Source: an optimization exercise on an open RTL-to-GDS flow (aim: small area, a short achievable clock period and few clock cycles). Production flows keep margins and buffers that such runs may drop.
Only simulation tests tie the RTL to the original design; equivalence was not proved.
Power figures rest on the tool's default switching activity, not on a simulated workload.

## cipher_core
module cipher_core (
    input  wire        clk,
    input  wire        rst,
    input  wire        bus_valid,
    input  wire        bus_we,
    input  wire [5:0]  bus_addr,
    input  wire [31:0] bus_wdata,
    output wire        bus_ready,
    output reg         rd_valid,
    output reg  [31:0] rd_data
);
Size in the first run: about 1600 flip-flops, ~76 I/O pins, roughly 170000 sq um of cells after synthesis.
Settings: LEC_CHECK=0, CAP_MARGIN=40, CORE_MARGIN=2, CORE_UTILIZATION=30, PLACE_DENSITY=0.45, SETUP_SLACK_MARGIN=3, SLEW_MARGIN=40; clock period 12.0 ns.
run.sh (not shown) runs the stock make flow with config.mk's settings and CLKGATE_MAP_FILE= SYNTH_SCRIPT=/design/flow/synth_recipe.tcl, a recipe that flattens the netlist after the stock synthesis.
The starting point ran to the end with no violations.
Testbench counts at the start, summed over its fixed seeds: cycles 16,960.
Rerun with:
--- a/flow/design.v
+++ b/flow/design.v
@@ -1004,26 +1004,22 @@
     reg          xs;                     
     reg          wv;                     
     reg          ks_valid;               
     wire abortable = (job == J_KS) || (job == J_KX);
     wire dout_pend = busy && !abortable;
     reg  [2:0]   rq_n;
     reg  [1:0]   rq_k [0:3];
     reg          rq_v [0:3];             
     reg  [6:0]   rq_p [0:3];
     reg          dver;                   
     wire rq_head_ok = (rq_n != 3'd0) && ((rq_k[0] != 2'd0) || (rq_v[0] == dver));
-    wire rq_old = ((rq_n > 3'd0) && rq_k[0] == 2'd0 && rq_v[0] == dver) ||
-                  ((rq_n > 3'd1) && rq_k[1] == 2'd0 && rq_v[1] == dver) ||
-                  ((rq_n > 3'd2) && rq_k[2] == 2'd0 && rq_v[2] == dver) ||
-                  ((rq_n > 3'd3) && rq_k[3] == 2'd0 && rq_v[3] == dver);
     wire [6:0] status_p = {err, variant, ofb_active, ctx_valid};
     function [31:0] status_word(input [6:0] p);
         status_word = {21'd0, p[6:4], 2'd0, p[3:2], 2'd0, p[1], p[0]};
     endfunction
     wire rd_direct_ok = (rq_n == 3'd0) && !(a_dout && dout_pend);
     wire rd_can_q     = (rq_n != 3'd4) && !a_din;
     wire rd_ex        = h_rd && (rd_direct_ok || rd_can_q);
     wire rd_enq       = rd_ex && !rd_direct_ok;
     wire rd_dir       = rd_ex && rd_direct_ok;
     wire e_fin;
     wire eng_free = !busy || e_fin;
@@ -1097,24 +1093,24 @@
                 .lr_o(dl[gi+1]), .cd_o(dc[gi+1])
             );
         end
     endgenerate
     wire [63:0] des_res;
     des_fp u_fp (.x({dl[DES_RPC][31:0], dl[DES_RPC][63:32]}), .y(des_res));
     wire e_des   = is_des_ctx;
     wire e_last  = e_des ? (cnt == DES_LAST) : aes_last;
     wire e_wdout = (job == J_ENC) || (job == J_DEC);
     wire h_enc_wait = h_wr && a_cmd && cmd_ok && is_enc;
     wire e_abort = ((x_keyld || x_ofbiv || x_clear) || h_enc_wait) && busy && abortable;
-    wire e_done  = busy && e_last && !(e_wdout && rq_old) && !e_abort;
-    wire e_hold  = busy && e_last && (e_wdout && rq_old);
+    wire e_done  = busy && e_last && !e_abort;
+    wire e_hold  = 1'b0;
     assign e_fin = busy && e_last && !e_hold && (job != J_KS);
     wire [127:0] e_res = e_des ? {des_res, 64'd0} : aes_out;
     assign ks_blk = e_des ? {dlr, 64'd0} : st;
     wire [127:0] len_mask = ~({128{1'b1}} >> {c_len, 3'd0});
     wire [127:0] ofb_out  = (ks_blk ^ din_blk) & len_mask;
     wire [55:0] des_pc1_of_key;
     des_pc1 u_pc1 (.x({key_w[0], key_w[1]}), .y(des_pc1_of_key));
     always @(posedge clk) begin
         if (start) begin
             cnt <= e_des ? 4'd0 : (start_dec ? nr - 4'd1 : 4'd1);
             if (e_des) begin
What happened:
- clock skew falls by 0.044 ns
- register-to-register slack gains 0.18 ns
- sequential power went down by about a fifth
- sequential cell count is unchanged
- first-iteration DRC count grows by a few percent
- total power decreases by well over a third
- utilization went down by 0.89 points
Testbench counts after the change, summed over its fixed seeds: cycles 16,960.

## afterwards: timing with drivers on the ports
No port has a modelled driver above. Below, the same layouts with a new extraction and two added sets of constraints. Step 1: set_driving_cell puts a clkbuf_16 on clk and a buf_2 on each other input, an assumption about the parent block. Step 2 also shifts input and output timing later by t, the mid clock arrival at the registers, as if the neighbouring blocks saw the same clock. Three values: ideal, step 1, step 2; two values: the first two.
| run | t, ns | setup WS [ns] | worst setup path at the end | clock arrival spread, ns |
|---|---|---|---|---|
| the first run | 1.077 | 2.621 / 2.621 / 2.621 | register to register | 0.104 / 0.105 |
| the second run | 1.026 | 2.804 / 2.804 / 2.804 | register to register | 0.067 / 0.067 |
After both steps setup and hold are still met in every run listed.
